This is an optimization exercise on Yosys and OpenROAD, whose aim is small area, a short achievable clock period and few clock cycles, not a production implementation.
In this exercise RTL edits were held to simulation tests only and were not proved equivalent to the original.
Power figures rest on the tool's default switching activity, not on a simulated workload.

**config.mk**
```make
export PLATFORM = sky130hd
export DESIGN_NAME = msync
export DESIGN_NICKNAME = msync
export VERILOG_FILES = /design/flow/design.v
export SDC_FILE = /design/flow/constraint.sdc
export NUM_CORES = 4
export LEC_CHECK = 0
export CAP_MARGIN = 20
export CORE_MARGIN = 2
export CORE_UTILIZATION = 40
export SLEW_MARGIN = 20
```
**constraint.sdc**
```tcl
create_clock -name core_clock -period 20.0 [get_ports {clk}]
set_input_delay 4.0000 -clock core_clock [delete_from_list [all_inputs] [get_ports {clk}]]
set_output_delay 4.0000 -clock core_clock [all_outputs]
set_load 0.01 [all_outputs]
```
**design.v**
```verilog
module msync (
    input  wire        clk,
    input  wire        rst,           
    input  wire        cmd_valid,
    output wire        cmd_ready,
    input  wire [31:0] cmd,
    output wire        rsp_valid,
    output wire [31:0] rsp_data,
    output wire        done,
    output wire        err
);
    localparam NMAX    = 16;
    localparam RAW_CAP = 256;
    localparam MSG_CAP = 32;
    localparam OP_NOP = 4'h0, OP_SRST = 4'h1, OP_WRREG = 4'h2, OP_RDREG = 4'h3,
               OP_START = 4'h4, OP_SAMPLE = 4'h5, OP_SKIP = 4'h6, OP_END = 4'h7,
               OP_CALS = 4'h8, OP_CLRH = 4'h9, OP_RDMSG = 4'hA, OP_RDRAW = 4'hB;
    localparam F_IDLE = 3'd0, F_SEARCH = 3'd1, F_PAYLOAD = 3'd2,
               F_SILENCE = 3'd4, F_DONE = 3'd5, F_UNSYNCED = 3'd6;
    localparam SY_POS = 2'd0, SY_PAT = 2'd1, SY_TONE = 2'd2;
    localparam CL_FIXED = 2'd0, CL_ADAPT = 2'd1, CL_CAL = 2'd2;
    localparam E_ILL = 0, E_ADDR = 1, E_SEQ = 2, E_CFGBUSY = 3, E_CFGVAL = 4,
               E_NOCAL = 5, E_RANGE = 6;
    reg [15:0] c_pre_start, c_pre_len, c_cap_bits, c_pay_len;
    reg [15:0] c_cls_thr, c_mark_thr, c_glitch, c_delta_thr;
    reg [15:0] c_pat, c_tone_hs, c_tone_f0, c_tone_f1, c_tone_f2;
    reg [4:0]  c_mode_r;             
    reg [4:0]  c_win_r, c_cal_len_r, c_pat_len_r;
    wire [15:0] c_mode    = {7'd0, c_mode_r[4], 2'd0, c_mode_r[3:2], 2'd0, c_mode_r[1:0]};
    wire [15:0] c_win     = {11'd0, c_win_r};
    wire [15:0] c_cal_len = {11'd0, c_cal_len_r};
    wire [15:0] c_pat_len = {11'd0, c_pat_len_r};
    reg [15:0] c_tone_f3, c_tone_tol;
    reg [2:0]  fsm;
    reg [31:0] pos, bitcnt, sync_pos, sync_bit;
    reg [31:0] wsum;
    reg [15:0] wcnt;
    reg signed [33:0] pe_thr;        
    reg [15:0] sr;
    reg [7:0]  acc;
    reg [2:0]  bitn;
    reg [5:0]  msg_len;
    reg [8:0]  raw_len;
    reg        nopre, short_f, rawovf, msgovf;
    reg [2:0]  left;
    reg [15:0] glitch_cnt, skip_cnt, drop_cnt, warm_cnt;
    reg [RAW_CAP-1:0]   raw;         
    reg [MSG_CAP*8-1:0] msg;         
    reg [15:0] hs  [0:NMAX-1];
    reg [3:0]  hts [0:NMAX-1];       
    reg [3:0]  h_now;                
    reg [4:0]  hist_len;
    reg signed [20:0] hsum;          
    reg        cal_valid;
    reg [6:0]  errr;
    reg        cv;                   
    reg [31:0] creg;
    reg signed [16:0] xr;            
    wire [1:0]  m_sync = c_mode[1:0];
    wire [1:0]  m_cls  = c_mode[5:4];
    wire        m_base = c_mode[8];
    wire [16:0] s_val  = {1'b0, c_pre_start} + {1'b0, c_pre_len};
    wire [15:0] l_val  = (c_pay_len < c_cap_bits) ? c_pay_len : c_cap_bits;
    wire [17:0] sl_val = {1'b0, s_val} + {2'b0, l_val};
    wire        running = (fsm == F_SEARCH) || (fsm == F_PAYLOAD);
    wire signed [15:0] med_a = hs[7];
    wire signed [15:0] med_b = hist_len[0] ? hs[7] : hs[8];
    wire signed [16:0] med2  = med_a + med_b;
    wire signed [5:0]  n_s     = {1'b0, hist_len};
    wire        acc_cmd = cv && !rst;
    wire [3:0]  op    = cv ? creg[31:28] : OP_NOP;
    wire [7:0]  c_reg = creg[23:16];
    wire [15:0] c_dat = creg[15:0];
    wire signed [15:0] v = c_dat;
    wire glitch_hit = $signed(v) < $signed(c_glitch);
    wire signed [16:0] v_d  = xr;
    wire signed [22:0] x_s  = {{6{v_d[16]}}, v_d};
    wire signed [22:0] mean_d = (hist_len[0] ? x_s : 23'sd0) +
                                (hist_len[1] ? (x_s <<< 1) : 23'sd0) +
                                (hist_len[2] ? (x_s <<< 2) : 23'sd0) +
                                (hist_len[3] ? (x_s <<< 3) : hist_len[4] ? (x_s <<< 4) : 23'sd0) -
                                {{2{hsum[20]}}, hsum};
    wire signed [18:0] med_d  = {{1{v_d[16]}}, v_d, 1'b0} - {{3{med_a[15]}}, med_a} -
                                {{3{med_b[15]}}, med_b};
    wire cls_mean = !mean_d[22];     
    wire cls_med  = !med_d[18];      
    reg cls_some, cls_bit;
    always @* begin
        cls_some = 1'b0;
        cls_bit  = 1'b0;
        case (m_cls)
            CL_FIXED: begin
                cls_some = 1'b1;
                cls_bit  = $signed(v) > $signed(c_cls_thr);
            end
            CL_ADAPT: begin
                if (hist_len != 5'd0) begin
                    cls_some = 1'b1;
                    cls_bit  = m_base ? cls_med : cls_mean;
                end
            end
            default: begin
                if (cal_valid) begin
                    cls_some = 1'b1;
                    cls_bit  = cls_med;
                end
            end
        endcase
    end
    wire signed [16:0] f_in = {1'b0, c_dat};
    wire [15:0] t_ref0 = (fsm == F_SEARCH) ? c_tone_hs : c_tone_f0;
    wire signed [17:0] t_lo0 = {2'b0, t_ref0}    - {2'b0, c_tone_tol};
    wire signed [17:0] t_hi0 = {2'b0, t_ref0}    + {2'b0, c_tone_tol};
    wire signed [17:0] t_lo1 = {2'b0, c_tone_f1} - {2'b0, c_tone_tol};
    wire signed [17:0] t_hi1 = {2'b0, c_tone_f1} + {2'b0, c_tone_tol};
    wire signed [17:0] t_lo2 = {2'b0, c_tone_f2} - {2'b0, c_tone_tol};
    wire signed [17:0] t_hi2 = {2'b0, c_tone_f2} + {2'b0, c_tone_tol};
    wire signed [17:0] t_lo3 = {2'b0, c_tone_f3} - {2'b0, c_tone_tol};
    wire signed [17:0] t_hi3 = {2'b0, c_tone_f3} + {2'b0, c_tone_tol};
    wire tm_0  = (f_in >= t_lo0) && (f_in <= t_hi0);
    wire tm_hs = tm_0;
    wire tm_1  = (f_in >= t_lo1) && (f_in <= t_hi1);
    wire tm_2  = (f_in >= t_lo2) && (f_in <= t_hi2);
    wire tm_3  = (f_in >= t_lo3) && (f_in <= t_hi3);
    wire       tsym_ok = tm_0 | tm_1 | tm_2 | tm_3;
    wire [1:0] tsym = tm_0 ? 2'd0 : tm_1 ? 2'd1 : tm_2 ? 2'd2 : 2'd3;
    wire cfg_reg = (c_reg <= 8'h0C) || ((c_reg >= 8'h10) && (c_reg <= 8'h15));
    wire sts_reg = (c_reg >= 8'h40) && (c_reg <= 8'h52);
    wire [31:0] rv [0:82];
    genvar gi;
    generate for (gi = 0; gi < 83; gi = gi + 1) begin : g_rv
        if (gi == 8'h00) assign rv[gi] = {16'd0, c_mode};
        else if (gi == 8'h01) assign rv[gi] = {16'd0, c_pre_start};
        else if (gi == 8'h02) assign rv[gi] = {16'd0, c_pre_len};
        else if (gi == 8'h03) assign rv[gi] = {16'd0, c_cap_bits};
        else if (gi == 8'h04) assign rv[gi] = {16'd0, c_pay_len};
        else if (gi == 8'h05) assign rv[gi] = {16'd0, c_cls_thr};
        else if (gi == 8'h06) assign rv[gi] = {16'd0, c_mark_thr};
        else if (gi == 8'h07) assign rv[gi] = {16'd0, c_glitch};
        else if (gi == 8'h08) assign rv[gi] = {16'd0, c_win};
        else if (gi == 8'h09) assign rv[gi] = {16'd0, c_cal_len};
        else if (gi == 8'h0A) assign rv[gi] = {16'd0, c_delta_thr};
        else if (gi == 8'h0B) assign rv[gi] = {16'd0, c_pat};
        else if (gi == 8'h0C) assign rv[gi] = {16'd0, c_pat_len};
        else if (gi == 8'h10) assign rv[gi] = {16'd0, c_tone_hs};
        else if (gi == 8'h11) assign rv[gi] = {16'd0, c_tone_f0};
        else if (gi == 8'h12) assign rv[gi] = {16'd0, c_tone_f1};
        else if (gi == 8'h13) assign rv[gi] = {16'd0, c_tone_f2};
        else if (gi == 8'h14) assign rv[gi] = {16'd0, c_tone_f3};
        else if (gi == 8'h15) assign rv[gi] = {16'd0, c_tone_tol};
        else if (gi == 8'h40) assign rv[gi] = {20'd0, left, cal_valid, msgovf, rawovf, short_f, nopre, 1'b0, fsm};
        else if (gi == 8'h41) assign rv[gi] = {25'd0, errr};
        else if (gi == 8'h42) assign rv[gi] = pos;
        else if (gi == 8'h43) assign rv[gi] = {26'd0, msg_len};
        else if (gi == 8'h44) assign rv[gi] = {23'd0, raw_len};
        else if (gi == 8'h45) assign rv[gi] = sync_pos;
        else if (gi == 8'h46) assign rv[gi] = sync_bit;
        else if (gi == 8'h47) assign rv[gi] = bitcnt;
        else if (gi == 8'h48) assign rv[gi] = {16'd0, glitch_cnt};
        else if (gi == 8'h49) assign rv[gi] = {16'd0, skip_cnt};
        else if (gi == 8'h4A) assign rv[gi] = {16'd0, drop_cnt};
        else if (gi == 8'h4B) assign rv[gi] = {16'd0, warm_cnt};
        else if (gi == 8'h4C) assign rv[gi] = {27'd0, hist_len};
        else if (gi == 8'h4D) assign rv[gi] = cal_valid ? {{15{med2[16]}}, med2} : 32'd0;
        else if (gi == 8'h4E) assign rv[gi] = wsum;
        else if (gi == 8'h4F) assign rv[gi] = {16'd0, wcnt};
        else if (gi == 8'h50) assign rv[gi] = NMAX;
        else if (gi == 8'h51) assign rv[gi] = RAW_CAP;
        else if (gi == 8'h52) assign rv[gi] = MSG_CAP;
        else assign rv[gi] = 32'd0;
    end endgenerate
    reg [31:0] rd_reg;
    integer ri;
    always @* begin
        rd_reg = 32'd0;
        for (ri = 0; ri < 83; ri = ri + 1)
            rd_reg = rd_reg | ({32{c_reg == ri}} & rv[ri]);
    end
    wire       msg_ok = ({10'd0, msg_len} > c_dat);
    reg  [7:0] msg_byte;
    reg  [31:0] raw_sel;
    integer m;
    always @* begin
        msg_byte = 8'd0;
        for (m = 0; m < MSG_CAP; m = m + 1)
            if (c_dat[4:0] == m) msg_byte = msg[8*m +: 8];
        raw_sel = 32'd0;
        for (m = 0; m < RAW_CAP / 32; m = m + 1)
            if (c_dat[2:0] == m) raw_sel = raw[32*m +: 32];
    end
    wire [20:0] raw_base = {c_dat, 5'd0};
    wire        raw_ok = raw_base < {12'd0, raw_len};
    wire [31:0] raw_mask = ({c_dat[2:0]} < raw_len[8:5]) ? 32'hFFFF_FFFF :
                           ({c_dat[2:0]} == raw_len[8:5]) ? ~(32'hFFFF_FFFF >> raw_len[4:0]) :
                           32'd0;
    reg  [31:0] raw_word;
    integer k;
    always @* begin
        for (k = 0; k < 32; k = k + 1)
            raw_word[31-k] = raw_sel[k] & raw_mask[31-k];
    end
    reg wr_legal;
    always @* begin
        case (c_reg)
            8'h00: wr_legal = ((c_dat & 16'hFECC) == 16'd0) && (c_dat[1:0] != 2'd3) &&
                              (c_dat[5:4] != 2'd3);
            8'h08, 8'h09: wr_legal = (c_dat >= 16'd1) && (c_dat <= NMAX);
            8'h0C: wr_legal = (c_dat <= 16'd16);
            default: wr_legal = 1'b1;
        endcase
    end
    wire [31:0] pos_inc    = (pos == 32'hFFFF_FFFF) ? pos : pos + 32'd1;
    wire [31:0] bitcnt_inc = (bitcnt == 32'hFFFF_FFFF) ? bitcnt : bitcnt + 32'd1;
    wire [31:0] bitcnt_inc2 = (bitcnt[31:1] == 31'h7FFF_FFFF) ? 32'hFFFF_FFFF : bitcnt + 32'd2;
    wire [17:0] s_m1       = {1'b0, s_val} - 18'd1;
    wire [17:0] sl_m1      = sl_val - 18'd1;
    wire        pos_at_s   = (s_val != 17'd0) && (pos == {14'd0, s_m1});
    wire        pos_at_sl  = (sl_val != 18'd0) && (pos == {14'd0, sl_m1});
    wire        in_win     = ({16'd0, c_pre_start} <= pos) && (pos < {15'd0, s_val});
    wire [15:0] pat_mask   = ~(16'hFFFF << c_pat_len[4:0]);
    wire        pat_cnt_ok = bitcnt_inc >= {16'd0, c_pat_len};
    wire        pat_m0     = ((({sr[14:0], 1'b0}) ^ c_pat) & pat_mask) == 16'd0;
    wire        pat_m1     = ((({sr[14:0], 1'b1}) ^ c_pat) & pat_mask) == 16'd0;
    wire [31:0] bit_diff   = bitcnt - sync_bit;
    wire [31:0] l_val_m1   = {16'd0, l_val} - 32'd1;
    wire        pay_end    = (bitcnt == 32'hFFFF_FFFF) ? (bit_diff == {16'd0, l_val})
                                                       : (bit_diff == l_val_m1);
    wire        d_pos      = (wcnt != 16'd0) && (pe_thr < $signed({{18{c_mark_thr[15]}}, c_mark_thr}));
    wire        cal_last   = ({11'd0, hist_len} + 16'd1 == c_cal_len);
    wire        h_full     = !(({11'd0, hist_len} < c_win) || m_cls == CL_CAL);
    wire [3:0]  h_lo = (hist_len == 5'd0) ? 4'd7 : (4'd7 - hist_len[4:1] + {3'd0, ~hist_len[0]});
    wire [4:0]  h_hi = {1'b0, h_lo} + hist_len;
    wire        h_down = !hist_len[0] && (hist_len != 5'd0);
    wire [3:0]  h_old_ts = h_now - hist_len[3:0];
    reg  [NMAX-1:0] h_below, h_in, h_grow;
    integer hi_;
    always @* begin
        for (hi_ = 0; hi_ < NMAX; hi_ = hi_ + 1) begin
            h_below[hi_] = hi_ < h_lo;
            h_in[hi_]    = (hi_ >= h_lo) && (hi_ < h_hi);
            h_grow[hi_]  = h_down ? (hi_ + 1 == h_lo) : (hi_ == h_hi);
        end
    end
    reg  [NMAX:0]   h_lt;       
    reg  [NMAX-1:0] h_del;      
    reg  [NMAX:0]   h_bq;       
    reg             h_qlp;      
    reg signed [15:0] h_old;
    integer i;
    always @* begin
        h_old = 16'sd0;
        for (i = 0; i < NMAX; i = i + 1) begin
            h_lt[i]  = h_below[i] || (h_in[i] && ($signed(hs[i]) < v));
            h_del[i] = h_full ? (h_in[i] && (hts[i] == h_old_ts)) : h_grow[i];
            if (h_del[i]) h_old = hs[i];
        end
        h_lt[NMAX] = 1'b0;
        h_bq[0] = 1'b1;
        for (i = 0; i < NMAX; i = i + 1)
            h_bq[i+1] = h_bq[i] && !h_del[i];
        h_qlp = |(h_del & h_lt[NMAX-1:0]);
    end
    reg [15:0] n_hs  [0:NMAX-1];
    reg [3:0]  n_hts [0:NMAX-1];
    always @* begin
        for (i = 0; i < NMAX; i = i + 1) begin
            n_hs[i]  = hs[i];
            n_hts[i] = hts[i];
            if (h_qlp) begin
                if (h_bq[i+1]) ;                               
                else if (h_lt[i+1]) begin                      
                    n_hs[i]  = hs[(i+1) % NMAX];
                    n_hts[i] = hts[(i+1) % NMAX];
                end else if (h_lt[i]) begin                    
                    n_hs[i]  = v;
                    n_hts[i] = h_now;
                end
            end else begin
                if (h_lt[i]) ;                                 
                else if (i == 0 || h_lt[(i+NMAX-1) % NMAX]) begin
                    n_hs[i]  = v;
                    n_hts[i] = h_now;
                end else if (h_bq[i]) begin                    
                    n_hs[i]  = hs[(i+NMAX-1) % NMAX];
                    n_hts[i] = hts[(i+NMAX-1) % NMAX];
                end
            end
        end
    end
    reg [2:0]  n_fsm;
    reg [31:0] n_pos, n_bitcnt, n_sync_pos, n_sync_bit, n_wsum;
    reg [15:0] n_wcnt, n_sr;
    reg signed [33:0] n_pe_thr;
    reg [7:0]  n_acc;
    reg [2:0]  n_bitn;
    reg [5:0]  n_msg_len;
    reg [8:0]  n_raw_len;
    reg        n_nopre, n_short, n_rawovf, n_msgovf;
    reg [2:0]  n_left;
    reg [15:0] n_glitch_cnt, n_skip_cnt, n_drop_cnt, n_warm_cnt;
    reg        raw_we;             
    reg        msg_we;             
    reg [7:0]  n_acc_full;         
    reg [6:0]  n_err;
    reg        hist_push;          
    reg        hist_clear;         
    reg        cfg_write;          
    reg        cal_done;           
    reg        do_srst;
    reg        rsp_en;
    reg [31:0] rsp_val;
    reg        e_en;               
    reg        e_b;                
    reg        e_two;              
    reg        pc_en;              
    reg        acc_win;            
    always @* begin
        n_fsm = fsm; n_pos = pos; n_bitcnt = bitcnt; n_sync_pos = sync_pos;
        n_sync_bit = sync_bit; n_wsum = wsum; n_wcnt = wcnt; n_pe_thr = pe_thr; n_sr = sr;
        n_acc = acc; n_bitn = bitn; n_msg_len = msg_len; n_raw_len = raw_len;
        n_nopre = nopre; n_short = short_f; n_rawovf = rawovf; n_msgovf = msgovf;
        n_left = left; n_glitch_cnt = glitch_cnt; n_skip_cnt = skip_cnt;
        n_drop_cnt = drop_cnt; n_warm_cnt = warm_cnt; raw_we = 1'b0; msg_we = 1'b0; n_acc_full = 8'd0;
        n_err = errr;
        hist_push = 1'b0; hist_clear = 1'b0; cfg_write = 1'b0;
        cal_done = 1'b0; do_srst = 1'b0;
        rsp_en = 1'b0; rsp_val = 32'd0;
        e_en = 1'b0; e_b = 1'b0; e_two = 1'b0; pc_en = 1'b0; acc_win = 1'b0;
        case (op)
            OP_NOP: ;
            OP_SRST: do_srst = 1'b1;
            OP_WRREG: begin
                if (running)        n_err[E_CFGBUSY] = 1'b1;
                else if (!cfg_reg)  n_err[E_ADDR] = 1'b1;
                else if (!wr_legal) n_err[E_CFGVAL] = 1'b1;
                else begin
                    cfg_write = 1'b1;
                    if (c_reg == 8'h00 || c_reg == 8'h08 || c_reg == 8'h09)
                        hist_clear = 1'b1;
                end
            end
            OP_RDREG: begin
                rsp_en = 1'b1;
                if (cfg_reg || sts_reg) rsp_val = rd_reg;
                else                    n_err[E_ADDR] = 1'b1;
            end
            OP_START: begin
                if (running) n_err[E_SEQ] = 1'b1;
                else begin
                    n_pos = 32'd0; n_bitcnt = 32'd0; n_sync_pos = 32'd0; n_sync_bit = 32'd0;
                    n_wsum = 32'd0; n_wcnt = 16'd0; n_sr = 16'd0; n_acc = 8'd0; n_bitn = 3'd0;
                    n_pe_thr = {{18{c_mark_thr[15]}}, c_mark_thr};
                    n_msg_len = 6'd0; n_raw_len = 9'd0;
                    n_nopre = 1'b0; n_short = 1'b0; n_rawovf = 1'b0; n_msgovf = 1'b0;
                    n_left = 3'd0;
                    n_glitch_cnt = 16'd0; n_skip_cnt = 16'd0; n_drop_cnt = 16'd0;
                    n_warm_cnt = 16'd0;
                    n_fsm = F_SEARCH;
                    if (m_sync == SY_POS) begin
                        if (s_val == 17'd0) n_fsm = F_SILENCE;
                    end else if (m_sync == SY_PAT && c_pat_len == 16'd0) begin
                        n_fsm = F_PAYLOAD;
                        if (l_val == 16'd0) n_fsm = F_DONE;
                    end
                end
            end
            OP_SAMPLE: begin
                if (fsm == F_IDLE) n_err[E_SEQ] = 1'b1;
                else if (running) begin
                    n_pos = pos_inc;
                    if (m_sync == SY_TONE) begin
                        if (fsm == F_SEARCH) begin
                            if (tm_hs) begin
                                n_fsm = F_PAYLOAD;
                                n_sync_pos = pos_inc;
                                n_sync_bit = bitcnt;
                            end
                        end else begin
                            if (!tsym_ok) begin
                                if (drop_cnt != 16'hFFFF) n_drop_cnt = drop_cnt + 16'd1;
                            end else
                                e_two = 1'b1;
                        end
                    end else begin
                        if (glitch_hit) begin
                            if (glitch_cnt != 16'hFFFF) n_glitch_cnt = glitch_cnt + 16'd1;
                        end else begin
                            if (m_sync == SY_POS && fsm == F_SEARCH && in_win) begin
                                acc_win = 1'b1;
                                n_wsum = wsum + {{16{v[15]}}, v};
                                n_wcnt = wcnt + 16'd1;
                                n_pe_thr = pe_thr + $signed(c_mark_thr) - v;
                            end
                            if (m_cls == CL_ADAPT) hist_push = 1'b1;
                            if (!cls_some) begin
                                if (warm_cnt != 16'hFFFF) n_warm_cnt = warm_cnt + 16'd1;
                                if (m_cls == CL_CAL) n_err[E_NOCAL] = 1'b1;
                            end else if (m_sync == SY_PAT || fsm == F_PAYLOAD) begin
                                e_en = 1'b1;
                                e_b  = cls_bit;
                            end
                        end
                        pc_en = 1'b1;
                    end
                end
            end
            OP_SKIP: begin
                if (fsm == F_IDLE) n_err[E_SEQ] = 1'b1;
                else if (running) begin
                    n_pos = pos_inc;
                    if (skip_cnt != 16'hFFFF) n_skip_cnt = skip_cnt + 16'd1;
                    pc_en = 1'b1;
                end
            end
            OP_END: begin
                if (fsm == F_IDLE) n_err[E_SEQ] = 1'b1;
                else if (fsm == F_SEARCH) begin
                    if (m_sync == SY_PAT) begin
                        n_nopre = 1'b1;
                        n_fsm = F_UNSYNCED;
                    end else
                        n_fsm = F_SILENCE;
                    n_left = bitn;
                end else if (fsm == F_PAYLOAD) begin
                    if (m_sync != SY_TONE) n_short = 1'b1;
                    n_fsm = F_DONE;
                    n_left = bitn;
                end
            end
            OP_CALS: begin
                if (running || m_cls != CL_CAL) n_err[E_SEQ] = 1'b1;
                else if (glitch_hit) begin
                    if (glitch_cnt != 16'hFFFF) n_glitch_cnt = glitch_cnt + 16'd1;
                end else if (!cal_valid) begin
                    hist_push = 1'b1;
                    if (cal_last) cal_done = 1'b1;
                end
            end
            OP_CLRH: begin
                if (running) n_err[E_SEQ] = 1'b1;
                else hist_clear = 1'b1;
            end
            OP_RDMSG: begin
                rsp_en = 1'b1;
                if (msg_ok) rsp_val = {24'd0, msg_byte};
                else        n_err[E_RANGE] = 1'b1;
            end
            OP_RDRAW: begin
                rsp_en = 1'b1;
                if (raw_ok) rsp_val = raw_word;
                else        n_err[E_RANGE] = 1'b1;
            end
            default: n_err[E_ILL] = 1'b1;
        endcase
        if (e_en) begin
            if (raw_len < RAW_CAP) begin
                raw_we = 1'b1;
                n_raw_len = raw_len + 9'd1;
            end else
                n_rawovf = 1'b1;
            n_bitcnt = bitcnt_inc;
            if (fsm == F_PAYLOAD) begin
                n_acc = {acc[6:0], e_b};
                n_bitn = bitn + 3'd1;
                n_acc_full = n_acc;
                if (bitn == 3'd7) begin
                    if (msg_len < MSG_CAP) begin
                        msg_we = 1'b1;
                        n_msg_len = msg_len + 6'd1;
                    end else
                        n_msgovf = 1'b1;
                    n_acc = 8'd0;
                end
                if (m_sync == SY_PAT && pay_end) begin
                    n_left = bitn + 3'd1;
                    n_fsm = F_DONE;
                end
            end else if (fsm == F_SEARCH) begin
                n_sr = {sr[14:0], e_b};
                if (pat_cnt_ok && (e_b ? pat_m1 : pat_m0)) begin
                    n_fsm = F_PAYLOAD;
                    n_sync_pos = n_pos;
                    n_sync_bit = bitcnt_inc;
                    if (l_val == 16'd0) begin
                        n_left = bitn;
                        n_fsm = F_DONE;
                    end
                end
            end
        end
        if (e_two) begin
            if (raw_len < RAW_CAP) begin
                raw_we = 1'b1;
                n_raw_len = raw_len + 9'd2;
            end else
                n_rawovf = 1'b1;
            n_bitcnt = bitcnt_inc2;
            n_acc = {acc[5:0], tsym};
            n_bitn = bitn + 3'd2;
            n_acc_full = n_acc;
            if (bitn == 3'd6) begin
                if (msg_len < MSG_CAP) begin
                    msg_we = 1'b1;
                    n_msg_len = msg_len + 6'd1;
                end else
                    n_msgovf = 1'b1;
                n_acc = 8'd0;
            end
        end
        if (pc_en && m_sync == SY_POS) begin
            if (fsm == F_SEARCH && pos_at_s) begin
                if (acc_win ? ($signed(v) > pe_thr) : d_pos) begin
                    n_fsm = F_PAYLOAD;
                    n_sync_pos = n_pos;
                    n_sync_bit = n_bitcnt;
                    if (l_val == 16'd0) begin
                        n_left = n_bitn;
                        n_fsm = F_DONE;
                    end
                end else begin
                    n_left = n_bitn;
                    n_fsm = F_SILENCE;
                end
            end
            if (fsm == F_PAYLOAD && pos_at_sl) begin
                n_left = n_bitn;
                n_fsm = F_DONE;
            end
        end
    end
    wire stall = cv && (creg[31:28] == OP_SAMPLE) && (fsm == F_SEARCH) &&
                 (m_sync == SY_PAT) && (l_val == 16'd0);
    assign cmd_ready = !stall;
    assign rsp_valid = rsp_en;
    assign rsp_data  = rsp_val;
    wire start_term = (m_sync == SY_POS && s_val == 17'd0) ||
                      (m_sync == SY_PAT && c_pat_len == 16'd0 && l_val == 16'd0);
    wire pc_dec     = (creg[31:28] == OP_SAMPLE && !glitch_hit && in_win) ? ($signed(v) > pe_thr) : d_pos;
    wire pc_term    = (fsm == F_SEARCH) ? (pos_at_s && (!pc_dec || l_val == 16'd0)) : pos_at_sl;
    reg  done_n;
    always @* begin
        done_n = fsm[2];
        case (op)
            OP_START:  if (!running) done_n = start_term;
            OP_END:    if (running) done_n = 1'b1;
            OP_SAMPLE: if (running && m_sync != SY_TONE) begin
                           if (m_sync == SY_POS) done_n = pc_term;
                           else if (fsm == F_PAYLOAD) done_n = !glitch_hit && cls_some && pay_end;
                       end
            OP_SKIP:   if (running && m_sync == SY_POS) done_n = pc_term;
            default: ;
        endcase
    end
    wire done_ref = !do_srst && n_fsm[2];
    assign done = !do_srst && done_n;
    assign err  = !do_srst && (|n_err);
    wire acc_new = cmd_valid && cmd_ready && !rst;
    always @(posedge clk) begin
        if (rst) cv <= 1'b0;
        else     cv <= acc_new;
        if (acc_new) begin
            creg <= cmd;
            xr   <= $signed(cmd[15:0]) - $signed(c_delta_thr);
        end
    end
    always @(posedge clk) begin
        if (rst || do_srst) begin
            c_mode_r <= 5'd0; c_pre_start <= 16'd0; c_pre_len <= 16'd0;
            c_cap_bits <= 16'd0; c_pay_len <= 16'd0; c_cls_thr <= 16'd0;
            c_mark_thr <= 16'd0; c_glitch <= 16'h8000; c_win_r <= 5'd1;
            c_cal_len_r <= 5'd1; c_delta_thr <= 16'd0; c_pat <= 16'd0;
            c_pat_len_r <= 5'd0; c_tone_hs <= 16'd0; c_tone_f0 <= 16'd0;
            c_tone_f1 <= 16'd0; c_tone_f2 <= 16'd0; c_tone_f3 <= 16'd0;
            c_tone_tol <= 16'd0;
            fsm <= F_IDLE; pos <= 32'd0; bitcnt <= 32'd0; sync_pos <= 32'd0;
            sync_bit <= 32'd0; wsum <= 32'd0; wcnt <= 16'd0; pe_thr <= 34'sd0; sr <= 16'd0;
            acc <= 8'd0; bitn <= 3'd0; msg_len <= 6'd0; raw_len <= 9'd0;
            nopre <= 1'b0; short_f <= 1'b0; rawovf <= 1'b0; msgovf <= 1'b0;
            left <= 3'd0; glitch_cnt <= 16'd0; skip_cnt <= 16'd0;
            drop_cnt <= 16'd0; warm_cnt <= 16'd0;
            hist_len <= 5'd0; hsum <= 21'sd0; h_now <= 4'd0;
            cal_valid <= 1'b0;
            errr <= 7'd0;
        end else if (acc_cmd) begin
            fsm <= n_fsm; pos <= n_pos; bitcnt <= n_bitcnt; sync_pos <= n_sync_pos;
            sync_bit <= n_sync_bit; wsum <= n_wsum; wcnt <= n_wcnt; pe_thr <= n_pe_thr; sr <= n_sr;
            acc <= n_acc; bitn <= n_bitn; msg_len <= n_msg_len; raw_len <= n_raw_len;
            nopre <= n_nopre; short_f <= n_short; rawovf <= n_rawovf; msgovf <= n_msgovf;
            left <= n_left; glitch_cnt <= n_glitch_cnt; skip_cnt <= n_skip_cnt;
            drop_cnt <= n_drop_cnt; warm_cnt <= n_warm_cnt;
            errr <= n_err;
            if (cfg_write) begin
                case (c_reg)
                    8'h00: c_mode_r <= {c_dat[8], c_dat[5:4], c_dat[1:0]};
                    8'h01: c_pre_start <= c_dat;
                    8'h02: c_pre_len <= c_dat;
                    8'h03: c_cap_bits <= c_dat;
                    8'h04: c_pay_len <= c_dat;
                    8'h05: c_cls_thr <= c_dat;
                    8'h06: c_mark_thr <= c_dat;
                    8'h07: c_glitch <= c_dat;
                    8'h08: c_win_r <= c_dat[4:0];
                    8'h09: c_cal_len_r <= c_dat[4:0];
                    8'h0A: c_delta_thr <= c_dat;
                    8'h0B: c_pat <= c_dat;
                    8'h0C: c_pat_len_r <= c_dat[4:0];
                    8'h10: c_tone_hs <= c_dat;
                    8'h11: c_tone_f0 <= c_dat;
                    8'h12: c_tone_f1 <= c_dat;
                    8'h13: c_tone_f2 <= c_dat;
                    8'h14: c_tone_f3 <= c_dat;
                    8'h15: c_tone_tol <= c_dat;
                    default: ;
                endcase
            end
            if (hist_clear) begin
                hist_len <= 5'd0; hsum <= 21'sd0;
                cal_valid <= 1'b0;
            end else if (hist_push) begin
                h_now <= h_now + 4'd1;
                if (h_full) hsum <= hsum + v - h_old;
                else begin
                    hsum <= hsum + v;
                    hist_len <= hist_len + 5'd1;
                end
                if (cal_done) cal_valid <= 1'b1;
            end
        end
    end
    wire [15:0] raw_dec_hi = 16'd1 << raw_len[7:4];
    wire [15:0] raw_dec_lo = 16'd1 << raw_len[3:0];
    wire [15:0] raw_dec_lo2 = 16'd1 << {raw_len[3:1], 1'b1};
    integer w;
    always @(posedge clk) begin
        if (acc_cmd && raw_we) begin
            for (w = 0; w < RAW_CAP; w = w + 1) begin
                if (raw_dec_hi[w / 16] && raw_dec_lo[w % 16]) raw[w] <= e_two ? tsym[1] : e_b;
                if (e_two && raw_dec_hi[w / 16] && raw_dec_lo2[w % 16]) raw[w] <= tsym[0];
            end
        end
        if (acc_cmd && msg_we) begin
            for (w = 0; w < MSG_CAP; w = w + 1)
                if (msg_len == w) msg[8*w +: 8] <= n_acc_full;
        end
    end
    always @(posedge clk) begin
        if (acc_cmd && !do_srst && !hist_clear && hist_push) begin
            for (w = 0; w < NMAX; w = w + 1) begin
                hs[w]  <= n_hs[w];
                hts[w] <= n_hts[w];
            end
        end
    end
endmodule
```
**run.sh**
```bash
#!/bin/bash
# synth_recipe.tcl (not shown) runs the flow's synth.tcl, then flattens the netlist and writes it again
# the make line also repeats each setting of config.mk as NAME=value (left out here)
make -C /OpenROAD-flow-scripts/flow DESIGN_CONFIG=/design/flow/config.mk WORK_HOME=/design/flow/orfs CLKGATE_MAP_FILE= SYNTH_SCRIPT=/design/flow/synth_recipe.tcl finish
```
==> impl.org, run 1 <==
** Clock tree
- CTS tree :: yes
- Count of clock tree sinks :: ~1,500
- The clock reaches the later pin of the worst-skew pair after 890 ps.
- Clk Tree Root Cell :: clkbuf_16
- Number of hold buffers added after CTS :: 0
- CTS Buf Count :: 178
- Max clock buf depth :: 4
- Count of cells resized by post-cts repair :: 0
- Clock-pin slew was measured on the worst setup and hold paths at 60 ps.
- Level count of the clock H-tree :: 4
- In this run the post-CTS setup repair buffer count came out at 0.

** STA
- Part of the cycle the worst path needs :: 65.8%
- The count of final hold-check violations came to 0.
- Fin worst setup slack :: 6840 ps
- Setup repair after global routing left no endpoint under its margin.
- For the final routed database, the setup TNS stands at 0 ps.
- The clock period could shrink to 13,160 ps.
- The clock arrives with 89.7 ps of skew.
- Based on the critical path, the design can be clocked at up to 76.0 MHz.
- Measured against its own limit, the worst slew margin works out to between 15 and 20%.
- Final Max Slew Viols :: 0
- Setup violations remaining at the end of the flow were counted as 0.
- At the pin with the least slew margin, the transition time is about 1200 ps.

** Placed design
- Once detailed placement completed, the half-perimeter wirelength came to 332,000 um.
- Timing analysis after detailed placement gives a worst setup slack of around 7900 ps.
- Number of input and output port buffers inserted :: 66
- Post-Place Cell Area :: 0.118 mm2
- Routability-driven placement finished with a final weighted congestion of 1.04.
- Number of placed cells counting well taps :: roughly 16,000

** Power
- Switching portion of total power :: around a quarter
- Power share of the combinational group :: 6.2%
- Leakage power :: 47.3 nW
- Peak supply drop :: between 0.00007 and 0.00008 V
- Clk pwr share :: 47.4%
- Cell internal power was estimated by the tool at 5.32 mW.
- Share of total power in sequential cells :: 46.4%
- Pwr dens :: 57.0 mW/mm2
- Total net switching power :: between 1.5 and 2 mW

** Synthesis
- Sequential cell area fraction in the yosys report :: 34.5%
- For this run, asynchronously set or reset flops after synthesis account for 0%.
- Yosys instantiated no cell more often than nand2_1.
- The top cell type by area accounts for 23.4% of the synthesized area.
- Cell accounting for the most synthesized area :: edfxtp_1
- The number of different library cells used by synthesis comes to approximately 120.
- Among all flip-flop cells after synthesis, the most frequent one is edfxtp_1.
- Leading cell types by total area after synthesis :: edfxtp_1 23%, dfxtp_1 11%, ha_1 11%
- The mapped netlist covers approximately 0.11 mm2.
- For this run, the number of Yosys warnings is 5.
- Mean instance size in the synthesized netlist :: between 8 and 9 um2
- Post-synth top cells :: 1,304 x nand2_1, 1,152 x a21oi_1, 1,138 x nor2_1
- EDFF count, synth :: approximately 900
- Synthesis produced a netlist with a net count of 14,100.
- After synthesis the netlist holds a flip-flop and latch count of 1,500.
- Counting every instance in the synthesized netlist gives approximately 13,000.

** Floorplanning
- Once the floorplan was initialized, standard cells occupied around two fifths of the core.
- Number of placed I/O pins :: just over 70
- In this run the vertical extent of the chip is 535 um.
- Number of core rows :: 194
- Horiz. Die Dim :: between 500 and 600 um
- The floorplan step defined a die boundary enclosing 0.286 mm2.
- After floorplanning, the core was sized to cover 0.280 mm2.

** Setup path
- CP Launch Type :: flop
- CP Launch Point :: c_cap_bits[11]$_SDFFE_PP0P_
- STA puts the critical path data arrival time at 9160 ps.
- The endpoint identified for the worst register-to-register timing path is hsum[20]$_SDFFE_PP0P_.
- CP top delay family :: compound AO/OA/AOI/OAI gates
- Worst r2r path cells :: 35
- Crit Path Class :: reg2out
- In this design, the stage delay of the slowest critical-path cell is 910 ps.
- Crit path top cell by count :: a21oi_1
- Bufs and invs on worst path :: 4
- Setup slack of the worst register-to-register path :: around 9400 ps
- Of all nets on the critical path, the largest fanout is 25.
- Total number of cells along the worst setup path :: 26
- For this design, the slowest cell found on the critical path is a211oi_1.
- STA classifies the critical path endpoint as an output port.
- Worst r2r src :: hist_len[0]$_SDFFE_PP0P_
- Capturing instance or port of the critical path :: done
- Data required time of the worst path :: 16,000 ps

** GRT
- The first global-routing pass estimated roughly 650,000 um of wire.
- Via count of the first global-routing pass :: 95,200
- Met2 GRT Util :: 44.0%
- Number of antenna violations at the first check in global routing :: 17
- For this run, global-route usage on met3 was measured as 5.97%.
- Overflow left after global routing :: 0
- Global routing used 30.4% of the available tracks.
- Pin count of the biggest net entering global routing :: 142
- Highest-utilization routing layer at the global route stage :: met2
- For this run, global-route usage on met1 was measured as 43.0%.

** Status
- The run finished with no timing, DRC or antenna violations.

** Cells and area
- Of the cells placed in the final design, the portion with a size suffix greater than 1 is 7.42%.
- For this run, the number of standard cells in the final layout without fillers is 16,600.
- The area growth from synthesis to layout is 9.83%.
- With fillers left out, the area of the finished cells amounts to 0.124 mm2.
- Net count of the finished layout :: 13,800

** Routing
- Number of nets with antenna violations after routing :: 0
- Wires add up to 453,000 um.
- The first routing iteration left 13,800 violations.
- In the routed design, unresolved DRC markers number 0.
- Via count :: 105,000
- Number of vias per cell after detailed routing :: approximately 6.3
- Initial DRT Pass Iterations :: 8
- Average wire per standard cell :: 27.3 um

** Flow run
- Max-capacitance violation count :: 0

** Hold path
- Class of the worst hold path :: reg2reg
[worst register-to-register path, delay by kind of cell, from the launching register on]
family | cells | cell delay, ps
buffers and inverters | 3 | 880
DFF | 1 | 400
muxes | 3 | 770
xor gates and xnor gates | 1 | 820
and+or+nand+nor | 8 | 1400
AOI/OAI and AO/OA | 16 | 4280
adders and majority gates | 4 | 1970
[layer usage]
metal | share of wire (%) | vias to the layer above
li1 | - | 47400
met1 | 42 | 50500
met2 | 41 | 5762
met3 | 11 | 939
met4 | 5.5 | 18
met5 | 0.027 | -
[registers in the layout, indices dropped and copies added (netlist names), 34 cells and up]
register,cells
msg,256
pe_thr,34
hs,256
hts,64
raw,256
[cell type report]
cell class	count	area, um2
Antenna cell	5	12.5
Clock buffer	246	5060
Clock inverter	66	708
Fill cell	27500	156000
Inverter	678	2550
Multi-Input combinational cell	9939	68600
Sequential cell	1500	38800
Tap cell	3724	4660
Timing Repair Buffer	404	3270
[cell families after synthesis]
logic type      synth area share, %
compound gates                 23.1
xor+xnor                       4.41
fa+ha+maj                      13.0
buf+inv                        5.19
flops                          34.5
mux                            2.80
simple gates                   17.1
[power by group through the flow]
stage / registers [mW] / clock network [mW] / logic [mW]
floorplan: 3.33 / 0 / 0.269
finish: 3.27 / 3.34 / 0.441
CTS: 3.27 / 3.36 / 0.428
global route: 3.27 / 3.47 / 0.472
detailed placement: 3.34 / 0 / 0.426
global placement: 3.34 / 0 / 0.423
[how the worst min path moves through the flow]
| stage | endpoint | slack [ps] | startpoint | cells after the start |
|---|---|---|---|---|
| global placement | nopre$_SDFFE_PP0P_ | 460 | nopre$_SDFFE_PP0P_ | 2 |
| detailed placement | c_tone_hs[2]$_SDFFE_PP0P_ | 460 | c_tone_hs[2]$_SDFFE_PP0P_ | 2 |
| global route | c_tone_f0[6]$_SDFFE_PP0P_ | 500 | c_tone_f0[6]$_SDFFE_PP0P_ | 2 |
| CTS | c_tone_hs[2]$_SDFFE_PP0P_ | 470 | c_tone_hs[2]$_SDFFE_PP0P_ | 2 |
| finish | c_tone_hs[2]$_SDFFE_PP0P_ | 470 | c_tone_hs[2]$_SDFFE_PP0P_ | 2 |
| floorplan | nopre$_SDFFE_PP0P_ | 440 | nopre$_SDFFE_PP0P_ | 2 |
[placed cells by master, fill, tap and decap left out, drive strengths merged, types with 52 or more instances in the layout]
cell type	n
a22o	120
xor2	184
a31oi	284
a221oi	159
xnor2	371
a22oi	221
and3	108
nor3	265
o22ai	120
nand2	1304
nand4	154
nand3	374
nand2b	176
nor2b	96
inv	674
a21o	207
o21a	105
o21ai	590
clkbuf	246
nor2	1140
buf	338
fa	126
dfxtp	623
o221a	105
ha	964
or3	105
a211oi	87
edfxtp	877
nor4	84
clkdlybuf4s50	66
o211ai	73
o21bai	52
and2	151
a221o	66
mux2i	217
a21oi	1154
[per-stage QoR]
stage / power [mW] / utilization [%] / hold WS [ps]
2_1_floorplan: 3.60 / - / 438
4_1_cts: 7.06 / 44.2 / 471
3_3_place_gp: 3.76 / 42.1 / 455
3_5_place_dp: 3.76 / 42.1 / 462
5_1_grt: 7.21 / 44.2 / 497
6_report: 7.05 / 44.2 / 471
Testbench counts, summed over its fixed seeds: cycles 10,614.
==> run 2: changes to the inputs <==
--- a/design.v
+++ b/design.v
@@ -47,9 +47,10 @@
     reg [RAW_CAP-1:0]   raw;         
     reg [MSG_CAP*8-1:0] msg;         
-    reg [15:0] hs  [0:NMAX-1];
-    reg [3:0]  hts [0:NMAX-1];       
+    reg [16*NMAX-1:0] hs;            
+    reg [4*NMAX-1:0]  hts;           
     reg [3:0]  h_now;                
     reg [4:0]  hist_len;
     reg signed [20:0] hsum;          
+    reg signed [15:0] h_pend;        
     reg        cal_valid;
     reg [6:0]  errr;
@@ -57,4 +58,6 @@
     reg [31:0] creg;
     reg signed [16:0] xr;            
+    reg [3:0]  r_op;                 
+    reg [23:0] r_ad;
     wire [1:0]  m_sync = c_mode[1:0];
     wire [1:0]  m_cls  = c_mode[5:4];
@@ -64,7 +67,9 @@
     wire [17:0] sl_val = {1'b0, s_val} + {2'b0, l_val};
     wire        running = (fsm == F_SEARCH) || (fsm == F_PAYLOAD);
-    wire signed [15:0] med_a = hs[7];
-    wire signed [15:0] med_b = hist_len[0] ? hs[7] : hs[8];
-    wire signed [16:0] med2  = med_a + med_b;
+    wire        l_zero  = (c_pay_len == 16'd0) || (c_cap_bits == 16'd0);    
+    wire        s_zero  = (c_pre_start == 16'd0) && (c_pre_len == 16'd0);  
+    wire signed [15:0] med_a = hs[16*7 +: 16];
+    wire signed [15:0] med_b = hist_len[0] ? hs[16*7 +: 16] : hs[16*8 +: 16];
+    wire signed [16:0] med2  = hist_len[0] ? $signed({med_a, 1'b0}) : (med_a + $signed(hs[16*8 +: 16]));
     wire signed [5:0]  n_s     = {1'b0, hist_len};
     wire        acc_cmd = cv && !rst;
@@ -80,5 +85,5 @@
                                 (hist_len[2] ? (x_s <<< 2) : 23'sd0) +
                                 (hist_len[3] ? (x_s <<< 3) : hist_len[4] ? (x_s <<< 4) : 23'sd0) -
-                                {{2{hsum[20]}}, hsum};
+                                {{2{hsum[20]}}, hsum} + {{7{h_pend[15]}}, h_pend};
     wire signed [18:0] med_d  = {{1{v_d[16]}}, v_d, 1'b0} - {{3{med_a[15]}}, med_a} -
                                 {{3{med_b[15]}}, med_b};
@@ -175,7 +180,10 @@
         rd_reg = 32'd0;
         for (ri = 0; ri < 83; ri = ri + 1)
-            rd_reg = rd_reg | ({32{c_reg == ri}} & rv[ri]);
+            rd_reg = rd_reg | ({32{r_reg == ri}} & rv[ri]);
     end
+    wire [7:0]  r_reg = r_ad[23:16];
+    wire [15:0] r_dat = r_ad[15:0];
     wire       msg_ok = ({10'd0, msg_len} > c_dat);
+    wire       r_msg_ok = ({10'd0, msg_len} > r_dat);
     reg  [7:0] msg_byte;
     reg  [31:0] raw_sel;
@@ -184,13 +192,13 @@
         msg_byte = 8'd0;
         for (m = 0; m < MSG_CAP; m = m + 1)
-            if (c_dat[4:0] == m) msg_byte = msg[8*m +: 8];
+            if (r_dat[4:0] == m) msg_byte = msg[8*m +: 8];
         raw_sel = 32'd0;
         for (m = 0; m < RAW_CAP / 32; m = m + 1)
-            if (c_dat[2:0] == m) raw_sel = raw[32*m +: 32];
+            if (r_dat[2:0] == m) raw_sel = raw[32*m +: 32];
     end
-    wire [20:0] raw_base = {c_dat, 5'd0};
-    wire        raw_ok = raw_base < {12'd0, raw_len};
-    wire [31:0] raw_mask = ({c_dat[2:0]} < raw_len[8:5]) ? 32'hFFFF_FFFF :
-                           ({c_dat[2:0]} == raw_len[8:5]) ? ~(32'hFFFF_FFFF >> raw_len[4:0]) :
+    wire        raw_ok   = {c_dat, 5'd0} < {12'd0, raw_len};
+    wire        r_raw_ok = {r_dat, 5'd0} < {12'd0, raw_len};
+    wire [31:0] raw_mask = ({r_dat[2:0]} < raw_len[8:5]) ? 32'hFFFF_FFFF :
+                           ({r_dat[2:0]} == raw_len[8:5]) ? ~(32'hFFFF_FFFF >> raw_len[4:0]) :
                            32'd0;
     reg  [31:0] raw_word;
@@ -213,8 +221,9 @@
     wire [31:0] bitcnt_inc = (bitcnt == 32'hFFFF_FFFF) ? bitcnt : bitcnt + 32'd1;
     wire [31:0] bitcnt_inc2 = (bitcnt[31:1] == 31'h7FFF_FFFF) ? 32'hFFFF_FFFF : bitcnt + 32'd2;
-    wire [17:0] s_m1       = {1'b0, s_val} - 18'd1;
-    wire [17:0] sl_m1      = sl_val - 18'd1;
-    wire        pos_at_s   = (s_val != 17'd0) && (pos == {14'd0, s_m1});
-    wire        pos_at_sl  = (sl_val != 18'd0) && (pos == {14'd0, sl_m1});
+    reg         pos_at_s, pos_at_sl, pay_end;
+    wire [17:0] s_m2       = {1'b0, s_val} - 18'd2;
+    wire [17:0] sl_m2      = sl_val - 18'd2;
+    wire        nx_pos_s   = (s_val >= 17'd2) && (pos == {14'd0, s_m2});
+    wire        nx_pos_sl  = (sl_val >= 18'd2) && (pos == {14'd0, sl_m2});
     wire        in_win     = ({16'd0, c_pre_start} <= pos) && (pos < {15'd0, s_val});
     wire [15:0] pat_mask   = ~(16'hFFFF << c_pat_len[4:0]);
@@ -223,13 +232,13 @@
     wire        pat_m1     = ((({sr[14:0], 1'b1}) ^ c_pat) & pat_mask) == 16'd0;
     wire [31:0] bit_diff   = bitcnt - sync_bit;
-    wire [31:0] l_val_m1   = {16'd0, l_val} - 32'd1;
-    wire        pay_end    = (bitcnt == 32'hFFFF_FFFF) ? (bit_diff == {16'd0, l_val})
-                                                       : (bit_diff == l_val_m1);
+    wire        nx_pay_end = (bitcnt == 32'hFFFF_FFFF) ? pay_end :
+                             (bitcnt == 32'hFFFF_FFFE) ? (bit_diff == {16'd0, l_val} - 32'd1)
+                                                       : (bit_diff == {16'd0, l_val} - 32'd2);
+    wire        l_is1      = (l_val == 16'd1);
     wire        d_pos      = (wcnt != 16'd0) && (pe_thr < $signed({{18{c_mark_thr[15]}}, c_mark_thr}));
+    wire        pe_fits    = (pe_thr[33:15] == 19'd0) || (pe_thr[33:15] == 19'h7FFFF);
+    wire        v_gt_pe    = pe_fits ? ($signed(v) > $signed(pe_thr[15:0])) : pe_thr[33];
     wire        cal_last   = ({11'd0, hist_len} + 16'd1 == c_cal_len);
     wire        h_full     = !(({11'd0, hist_len} < c_win) || m_cls == CL_CAL);
-    wire [3:0]  h_lo = (hist_len == 5'd0) ? 4'd7 : (4'd7 - hist_len[4:1] + {3'd0, ~hist_len[0]});
-    wire [4:0]  h_hi = {1'b0, h_lo} + hist_len;
-    wire        h_down = !hist_len[0] && (hist_len != 5'd0);
     wire [3:0]  h_old_ts = h_now - hist_len[3:0];
     reg  [NMAX-1:0] h_below, h_in, h_grow;
@@ -237,7 +246,13 @@
     always @* begin
         for (hi_ = 0; hi_ < NMAX; hi_ = hi_ + 1) begin
-            h_below[hi_] = hi_ < h_lo;
-            h_in[hi_]    = (hi_ >= h_lo) && (hi_ < h_hi);
-            h_grow[hi_]  = h_down ? (hi_ + 1 == h_lo) : (hi_ == h_hi);
+            if (hi_ < 8) begin
+                h_in[hi_]    = hist_len >= (2 * (8 - hi_) - 1);
+                h_below[hi_] = !h_in[hi_];
+                h_grow[hi_]  = hist_len == (2 * (7 - hi_));
+            end else begin
+                h_in[hi_]    = hist_len >= (2 * (hi_ - 8) + 2);
+                h_below[hi_] = 1'b0;
+                h_grow[hi_]  = hist_len == (2 * (hi_ - 8) + 1);
+            end
         end
     end
@@ -251,7 +266,7 @@
         h_old = 16'sd0;
         for (i = 0; i < NMAX; i = i + 1) begin
-            h_lt[i]  = h_below[i] || (h_in[i] && ($signed(hs[i]) < v));
-            h_del[i] = h_full ? (h_in[i] && (hts[i] == h_old_ts)) : h_grow[i];
-            if (h_del[i]) h_old = hs[i];
+            h_lt[i]  = h_below[i] || (h_in[i] && ($signed(hs[16*i +: 16]) < v));
+            h_del[i] = h_full ? (h_in[i] && (hts[4*i +: 4] == h_old_ts)) : h_grow[i];
+            if (h_del[i]) h_old = hs[16*i +: 16];
         end
         h_lt[NMAX] = 1'b0;
@@ -265,11 +280,11 @@
     always @* begin
         for (i = 0; i < NMAX; i = i + 1) begin
-            n_hs[i]  = hs[i];
-            n_hts[i] = hts[i];
+            n_hs[i]  = hs[16*i +: 16];
+            n_hts[i] = hts[4*i +: 4];
             if (h_qlp) begin
                 if (h_bq[i+1]) ;                               
                 else if (h_lt[i+1]) begin                      
-                    n_hs[i]  = hs[(i+1) % NMAX];
-                    n_hts[i] = hts[(i+1) % NMAX];
+                    n_hs[i]  = hs[16*((i+1) % NMAX) +: 16];
+                    n_hts[i] = hts[4*((i+1) % NMAX) +: 4];
                 end else if (h_lt[i]) begin                    
                     n_hs[i]  = v;
@@ -282,6 +297,6 @@
                     n_hts[i] = h_now;
                 end else if (h_bq[i]) begin                    
-                    n_hs[i]  = hs[(i+NMAX-1) % NMAX];
-                    n_hts[i] = hts[(i+NMAX-1) % NMAX];
+                    n_hs[i]  = hs[16*((i+NMAX-1) % NMAX) +: 16];
+                    n_hts[i] = hts[4*((i+NMAX-1) % NMAX) +: 4];
                 end
             end
@@ -315,4 +330,7 @@
     reg        pc_en;              
     reg        acc_win;            
+    reg        pat_sync;           
+    reg        start_ok;           
+    reg        pos_adv;            
     always @* begin
         n_fsm = fsm; n_pos = pos; n_bitcnt = bitcnt; n_sync_pos = sync_pos;
@@ -327,4 +345,5 @@
         rsp_en = 1'b0; rsp_val = 32'd0;
         e_en = 1'b0; e_b = 1'b0; e_two = 1'b0; pc_en = 1'b0; acc_win = 1'b0;
+        pat_sync = 1'b0; start_ok = 1'b0; pos_adv = 1'b0;
         case (op)
             OP_NOP: ;
@@ -342,6 +361,5 @@
             OP_RDREG: begin
                 rsp_en = 1'b1;
-                if (cfg_reg || sts_reg) rsp_val = rd_reg;
-                else                    n_err[E_ADDR] = 1'b1;
+                if (!(cfg_reg || sts_reg)) n_err[E_ADDR] = 1'b1;
             end
             OP_START: begin
@@ -357,9 +375,10 @@
                     n_warm_cnt = 16'd0;
                     n_fsm = F_SEARCH;
+                    start_ok = 1'b1;
                     if (m_sync == SY_POS) begin
-                        if (s_val == 17'd0) n_fsm = F_SILENCE;
+                        if (s_zero) n_fsm = F_SILENCE;
                     end else if (m_sync == SY_PAT && c_pat_len == 16'd0) begin
                         n_fsm = F_PAYLOAD;
-                        if (l_val == 16'd0) n_fsm = F_DONE;
+                        if (l_zero) n_fsm = F_DONE;
                     end
                 end
@@ -369,4 +388,5 @@
                 else if (running) begin
                     n_pos = pos_inc;
+                    pos_adv = 1'b1;
                     if (m_sync == SY_TONE) begin
                         if (fsm == F_SEARCH) begin
@@ -409,4 +429,5 @@
                 else if (running) begin
                     n_pos = pos_inc;
+                    pos_adv = 1'b1;
                     if (skip_cnt != 16'hFFFF) n_skip_cnt = skip_cnt + 16'd1;
                     pc_en = 1'b1;
@@ -443,11 +464,9 @@
             OP_RDMSG: begin
                 rsp_en = 1'b1;
-                if (msg_ok) rsp_val = {24'd0, msg_byte};
-                else        n_err[E_RANGE] = 1'b1;
+                if (!msg_ok) n_err[E_RANGE] = 1'b1;
             end
             OP_RDRAW: begin
                 rsp_en = 1'b1;
-                if (raw_ok) rsp_val = raw_word;
-                else        n_err[E_RANGE] = 1'b1;
+                if (!raw_ok) n_err[E_RANGE] = 1'b1;
             end
             default: n_err[E_ILL] = 1'b1;
@@ -479,8 +498,9 @@
                 n_sr = {sr[14:0], e_b};
                 if (pat_cnt_ok && (e_b ? pat_m1 : pat_m0)) begin
+                    pat_sync = 1'b1;
                     n_fsm = F_PAYLOAD;
                     n_sync_pos = n_pos;
                     n_sync_bit = bitcnt_inc;
-                    if (l_val == 16'd0) begin
+                    if (l_zero) begin
                         n_left = bitn;
                         n_fsm = F_DONE;
@@ -510,9 +530,9 @@
         if (pc_en && m_sync == SY_POS) begin
             if (fsm == F_SEARCH && pos_at_s) begin
-                if (acc_win ? ($signed(v) > pe_thr) : d_pos) begin
+                if (acc_win ? v_gt_pe : d_pos) begin
                     n_fsm = F_PAYLOAD;
                     n_sync_pos = n_pos;
                     n_sync_bit = n_bitcnt;
-                    if (l_val == 16'd0) begin
+                    if (l_zero) begin
                         n_left = n_bitn;
                         n_fsm = F_DONE;
@@ -530,12 +550,14 @@
     end
     wire stall = cv && (creg[31:28] == OP_SAMPLE) && (fsm == F_SEARCH) &&
-                 (m_sync == SY_PAT) && (l_val == 16'd0);
+                 (m_sync == SY_PAT) && (l_zero);
     assign cmd_ready = !stall;
     assign rsp_valid = rsp_en;
-    assign rsp_data  = rsp_val;
-    wire start_term = (m_sync == SY_POS && s_val == 17'd0) ||
-                      (m_sync == SY_PAT && c_pat_len == 16'd0 && l_val == 16'd0);
-    wire pc_dec     = (creg[31:28] == OP_SAMPLE && !glitch_hit && in_win) ? ($signed(v) > pe_thr) : d_pos;
-    wire pc_term    = (fsm == F_SEARCH) ? (pos_at_s && (!pc_dec || l_val == 16'd0)) : pos_at_sl;
+    assign rsp_data  = ({32{r_op == OP_RDREG}} & rd_reg) |
+                       ({32{r_op == OP_RDMSG && r_msg_ok}} & {24'd0, msg_byte}) |
+                       ({32{r_op == OP_RDRAW && r_raw_ok}} & raw_word);
+    wire start_term = (m_sync == SY_POS && s_zero) ||
+                      (m_sync == SY_PAT && c_pat_len == 16'd0 && l_zero);
+    wire pc_dec     = (creg[31:28] == OP_SAMPLE && !glitch_hit && c_pre_len != 16'd0) ? v_gt_pe : d_pos;
+    wire pc_term    = (fsm == F_SEARCH) ? (pos_at_s && (!pc_dec || l_zero)) : pos_at_sl;
     reg  done_n;
     always @* begin
@@ -563,4 +585,8 @@
             xr   <= $signed(cmd[15:0]) - $signed(c_delta_thr);
         end
+        if (acc_new && (cmd[31:28] == OP_RDREG || cmd[31:28] == OP_RDMSG || cmd[31:28] == OP_RDRAW)) begin
+            r_op <= cmd[31:28];
+            r_ad <= cmd[23:0];
+        end
     end
     always @(posedge clk) begin
@@ -579,8 +605,21 @@
             left <= 3'd0; glitch_cnt <= 16'd0; skip_cnt <= 16'd0;
             drop_cnt <= 16'd0; warm_cnt <= 16'd0;
-            hist_len <= 5'd0; hsum <= 21'sd0; h_now <= 4'd0;
+            hist_len <= 5'd0; hsum <= 21'sd0; h_pend <= 16'sd0; h_now <= 4'd0;
             cal_valid <= 1'b0;
             errr <= 7'd0;
+            pos_at_s <= 1'b0; pos_at_sl <= 1'b0; pay_end <= 1'b0;
         end else if (acc_cmd) begin
+            if (start_ok) begin
+                pos_at_s  <= (s_val == 17'd1);
+                pos_at_sl <= (sl_val == 18'd1);
+                pay_end   <= l_is1;
+            end else begin
+                if (pos_adv) begin
+                    pos_at_s  <= nx_pos_s;
+                    pos_at_sl <= nx_pos_sl;
+                end
+                if (e_en)
+                    pay_end <= pat_sync ? (l_is1 && (bitcnt_inc != 32'hFFFF_FFFF)) : nx_pay_end;
+            end
             fsm <= n_fsm; pos <= n_pos; bitcnt <= n_bitcnt; sync_pos <= n_sync_pos;
             sync_bit <= n_sync_bit; wsum <= n_wsum; wcnt <= n_wcnt; pe_thr <= n_pe_thr; sr <= n_sr;
@@ -615,11 +654,12 @@
             end
             if (hist_clear) begin
-                hist_len <= 5'd0; hsum <= 21'sd0;
+                hist_len <= 5'd0; hsum <= 21'sd0; h_pend <= 16'sd0;
                 cal_valid <= 1'b0;
             end else if (hist_push) begin
                 h_now <= h_now + 4'd1;
-                if (h_full) hsum <= hsum + v - h_old;
+                hsum <= hsum - h_pend + v;
+                if (h_full) h_pend <= h_old;
                 else begin
-                    hsum <= hsum + v;
+                    h_pend <= 16'sd0;
                     hist_len <= hist_len + 5'd1;
                 end
@@ -647,6 +687,6 @@
         if (acc_cmd && !do_srst && !hist_clear && hist_push) begin
             for (w = 0; w < NMAX; w = w + 1) begin
-                hs[w]  <= n_hs[w];
-                hts[w] <= n_hts[w];
+                hs[16*w +: 16] <= n_hs[w];
+                hts[4*w +: 4]  <= n_hts[w];
             end
         end
==> run 2 against run 1 <==
Against the previous run: synthesized cell count grew 5.0%; combinational power grew 5.7%; core utilization shrank 0.21 points; critical path depth shrank 13; sequential share of layout area shrank 0.43 points; clock power grew 11%; first-iteration DRC count grew 5.5%; clock skew shrank 26 ps.
==> impl.org, run 2 <==
** Status
- The run finished with no timing, DRC or antenna violations.

** Floorplanning
- The floorplan step defined a core boundary enclosing ~0.3 mm2.
- Starting density of the core :: ~40%
- The die covers 0.299 mm2.
- In this run the core area contains 199 standard-cell rows.
- From bottom edge to top edge, the die measures 547 um.
- Number of placed I/O pins :: about 70
- From left edge to right edge, the die measures 547 um.

** Power
- Across the VDD grid, the largest voltage drop is between 0.00007 and 0.00008 V.
- Dividing total power by cell area gives a power density of 58.3 mW/mm2.
- Leakage power :: 48.5 nW

** Clock tree
- After clock tree synthesis, the repair step resized 0 gates.
- Number of hold buffers added after CTS :: 0
- Clock tree synthesis selected as its root buffer the cell clkbuf_16.
- TritonCTS built the clock tree.
- Counting the buffers created by CTS gives 188.
- Level count of the clock H-tree :: 4
- At the later pin of the worst-skew pair, clock insertion delay measures 920 ps.
- Count of clock tree sinks :: 1,547
- The clock passes through at most 4 buffers.
- Clock-pin transition on the worst setup and hold timing paths :: approximately 60 ps
- In this run the post-CTS setup repair buffer count came out at 0.

** Synthesis
- For this run, the number of Yosys warnings is 3.
- A synthesized cell averages 8.67 um2.
- Summing the sequential cell areas from Yosys gives 33.9% of the chip area.
- Cell accounting for the most synthesized area :: edfxtp_1
- After technology mapping, the gate count stands at 13,600.
- Of all flip-flops after synthesis, the portion carrying an async set or reset was 0%.
- Post-synth design cell area :: 0.118 mm2
- The commonest cells after synthesis are 1,351 x nand2_1, 1,288 x nor2_1, 933 x a21oi_1.
- Synthesis inferred 1,547 register bits.
- Net count of the mapped netlist :: 14,700
- Library cells used by synthesis :: 110
- In the post-synthesis netlist, the cell with the most instances is nand2_1.
- Most common flop cell mapped by yosys :: edfxtp_1
- Leading cell types by total area after synthesis :: edfxtp_1 23%, dfxtp_1 11%, ha_1 9.8%
- Share of the synthesized area in the top cell type :: 23.0%
- In this run, synthesis inferred 905 flip-flops with an integrated enable.

** Routing
- Average wire per standard cell :: 28.7 um
- Once detail routing completed, the nets flagged for antenna violations numbered 0.
- Via count :: 112,000
- Initial detailed-routing violation count :: about 15,000
- Initial DRT Pass Iterations :: 10
- The final layout contains routed wiring with a total length of 495,000 um.
- DRC :: 0
- Number of vias per cell after detailed routing :: 6.46

** Cells and area
- Of the cells placed in the final design, the portion with a size suffix greater than 1 is 7.60%.
- Most used cells in the layout excluding fill and tap cells :: 1,349 x nand2_1, 1,274 x nor2_1, 925 x ha_1
- Commonest non-fill, non-tap cell in the layout :: nand2_1
- The filler cells instantiated in the layout total 29,100.
- Largest registers :: hs: 256 flops, msg: 256 flops, raw: 256 flops
- Net count of the finished layout :: between 10,000 and 15,000
- Area growth from synthesis to layout :: 9.60%

** STA
- The clock period could shrink to 10,450 ps.
- Part of the cycle the worst path needs :: 52.3%
- In this run the tightest slew margin relative to its limit is 6.78%.
- Setup repair after global routing missed its margin :: false
- Once routing completed, OpenROAD measured the worst setup slack at about 9500 ps.
- Timing-limited maximum frequency :: 95.7 MHz
- For the final routed database, the setup TNS stands at 0 ps.
- # setup viols final :: 0
- The count of final hold-check violations came to 0.
- Transition time at the pin with the least slew margin :: 1400 ps
- Between clock sinks in the finished design, the worst skew comes to 63.7 ps.
- Final Max Slew Viols :: 0

** Placed design
- At the placement stage, the worst setup path has a slack of around 11,000 ps.
- The HPWL after detailed placement is ~350,000 um.
- Final RePlAce weighted congestion :: around 1.0
- Number of input and output port buffers inserted :: 66

** Setup path
- The number of cells on the worst reg-to-reg path is 26.
- Total number of cells along the worst setup path :: 13
- Endpoint of the worst register-to-register path :: raw[161]$_DFFE_PP_
- Traced cell by cell, the critical path runs through buf_4, clkinv_1, nand2_1, nor3_1, a21oi_1, nor2b_1, o21ai_0, nand2_1, a211o_1, nand2b_1, nor3_1, a211o_1, clkdlybuf4s50_1.
- Data on the critical path is required at its endpoint by 16,000 ps.
- Data arrives at the worst endpoint at 6450 ps.
- The startpoint identified for the worst register-to-register timing path is c_tone_tol[1]$_SDFFE_PP0P_.
- Capturing instance or port of the critical path :: rsp_data[10]
- The critical path in this run is classified as reg2out.
- The cell family contributing the most delay on the critical path is simple AND/OR/NAND/NOR gates.
- Bufs and invs on worst path :: 3
- Crit-path max cell delay :: ~1100 ps
- Top fanout value on the critical path :: 30
- Setup slack of the worst register-to-register path :: 10,330 ps
- CP Launch Type :: flop
- Critical path capture point type :: output port
- CP Launch Point :: raw_len[3]$_SDFFE_PP0P_
- Crit-path slowest cell :: nor3_1

** GRT
- Global routing used 31.8% of the available tracks across all layers.
- Pin count of the biggest net entering global routing :: 221
- The initial antenna violation count is 33.
- Overflow left after global routing :: 0
- The via count of the first global-routing pass was 103,000.
- The first global-routing pass estimated approximately 720,000 um of wire.

** Flow run
- Max-capacitance violation count :: 0

** Hold path
- The tightest min-delay check is of the reg2reg type.
- The startpoint identified for the worst hold timing path is hsum[18]$_SDFFE_PP0P_.
[run 2: routing by layer]
layer  vias up  track usage, %  part of all wire [%]
li1      49800               -                     -
met1     54200            41.9                    40
met2      6138            47.6                    43
met3      1332            7.27                    11
met4        28            18.3                   6.8
met5         -           0.348                 0.090
[run 2: worst min-delay path by stage]
stage                       endpoint  slack [ps]  cells past startpoint
6_report       hsum[18]$_SDFFE_PP0P_         460                      2
5_1_grt        hsum[17]$_SDFFE_PP0P_         480                      2
4_1_cts        hsum[17]$_SDFFE_PP0P_         470                      2
3_5_place_dp   hsum[17]$_SDFFE_PP0P_         450                      2
3_3_place_gp   hsum[17]$_SDFFE_PP0P_         440                      2
2_1_floorplan  hsum[17]$_SDFFE_PP0P_         430                      2
[run 2: cell families after synthesis]
logic type | Yosys count | synth area share (%)
buffers and inverters | 1697 | 5.57
flip-flops | 1547 | 33.9
AO/OA/AOI/OAI | 3590 | 20.7
multiplexers | 376 | 3.94
AND/OR/NAND/NOR | 4788 | 19.3
adder cells (fa/ha/maj) | 1087 | 12.6
XOR/XNOR | 521 | 4.02
[run 2: stage by stage]
step	utilization (%)	power [mW]	hold WS (ps)	instances	area (um2)
final	44.0	7.54	463	17300	129000
after global routing	44.0	7.70	483	17300	129000
after floorplan	-	3.72	425	13600	118000
after detailed placement	41.8	3.89	452	16900	123000
after global placement	41.8	3.89	439	16900	123000
after CTS	44.0	7.54	468	17300	129000
[run 2: area by class of cell]
type	count	area (um2)	share of cell area (%)
inverters	667	2500	1.94
clock buffers	249	5150	3.98
flip-flops and latches	1547	40000	31.0
multi-input cells	10400	72000	55.6
clock inverters	97	1320	1.02
diodes	9	22.5	0.0174
well taps	3919	4900	3.79
repair buffers	419	3440	2.66
[run 2: worst register-to-register path, stage by stage (launching register included)]
cell and delay [ps]:
dfxtp_1 940, inv_1 570, fa_1 610, a211oi_1 340
o21a_1 210, o21ai_0 100, a21oi_1 240, o21bai_1 100
a21oi_1 250, o21bai_1 100, a21oi_1 190, xnor2_1 160
ha_1 290, a211o_1 300, a21oi_1 120, o21ai_0 160
a2111oi_0 420, o21a_1 220, o31ai_1 90, a21oi_1 640
o21bai_1 470, o21ai_4 450, buf_4 750, buf_4 810
o21ai_0 240, nand2_1 520, nor2_1 140
[run 2: report_power, final]
group | total [mW] | switching, mW | internal, mW
registers | 3.38 | 0.0248 | 3.35
logic | 0.466 | 0.312 | 0.154
clock network | 3.70 | 1.53 | 2.17
total | 7.54 | 1.87 | 5.67
Testbench counts of run 2, summed over its fixed seeds: cycles 10,614.

[static timing again, ports no longer ideal]
In the flow no input, the clock included, has a driving cell. The finished layouts below were timed again as built, in two steps. Step 1 assumes that a clkbuf_16 drives the clock port and a buf_2 every other input. Step 2 also shifts input and output timing later by t, the mid clock arrival at the registers, as if the neighbouring blocks saw the same clock. a / b / c = ideal / step 1 / step 2; a / b = the first two.
| run | shift t [ns] | setup WS [ns] | worst register clock-pin slew, ns |
|---|---|---|---|
| run 1 | 0.945 | 6.837 / 6.742 / 7.687 | 0.07 / 0.07 |
| run 2 | 1.003 | 9.549 / 9.432 / 10.329 | 0.07 / 0.07 |
After both steps every run listed still meets setup and hold.
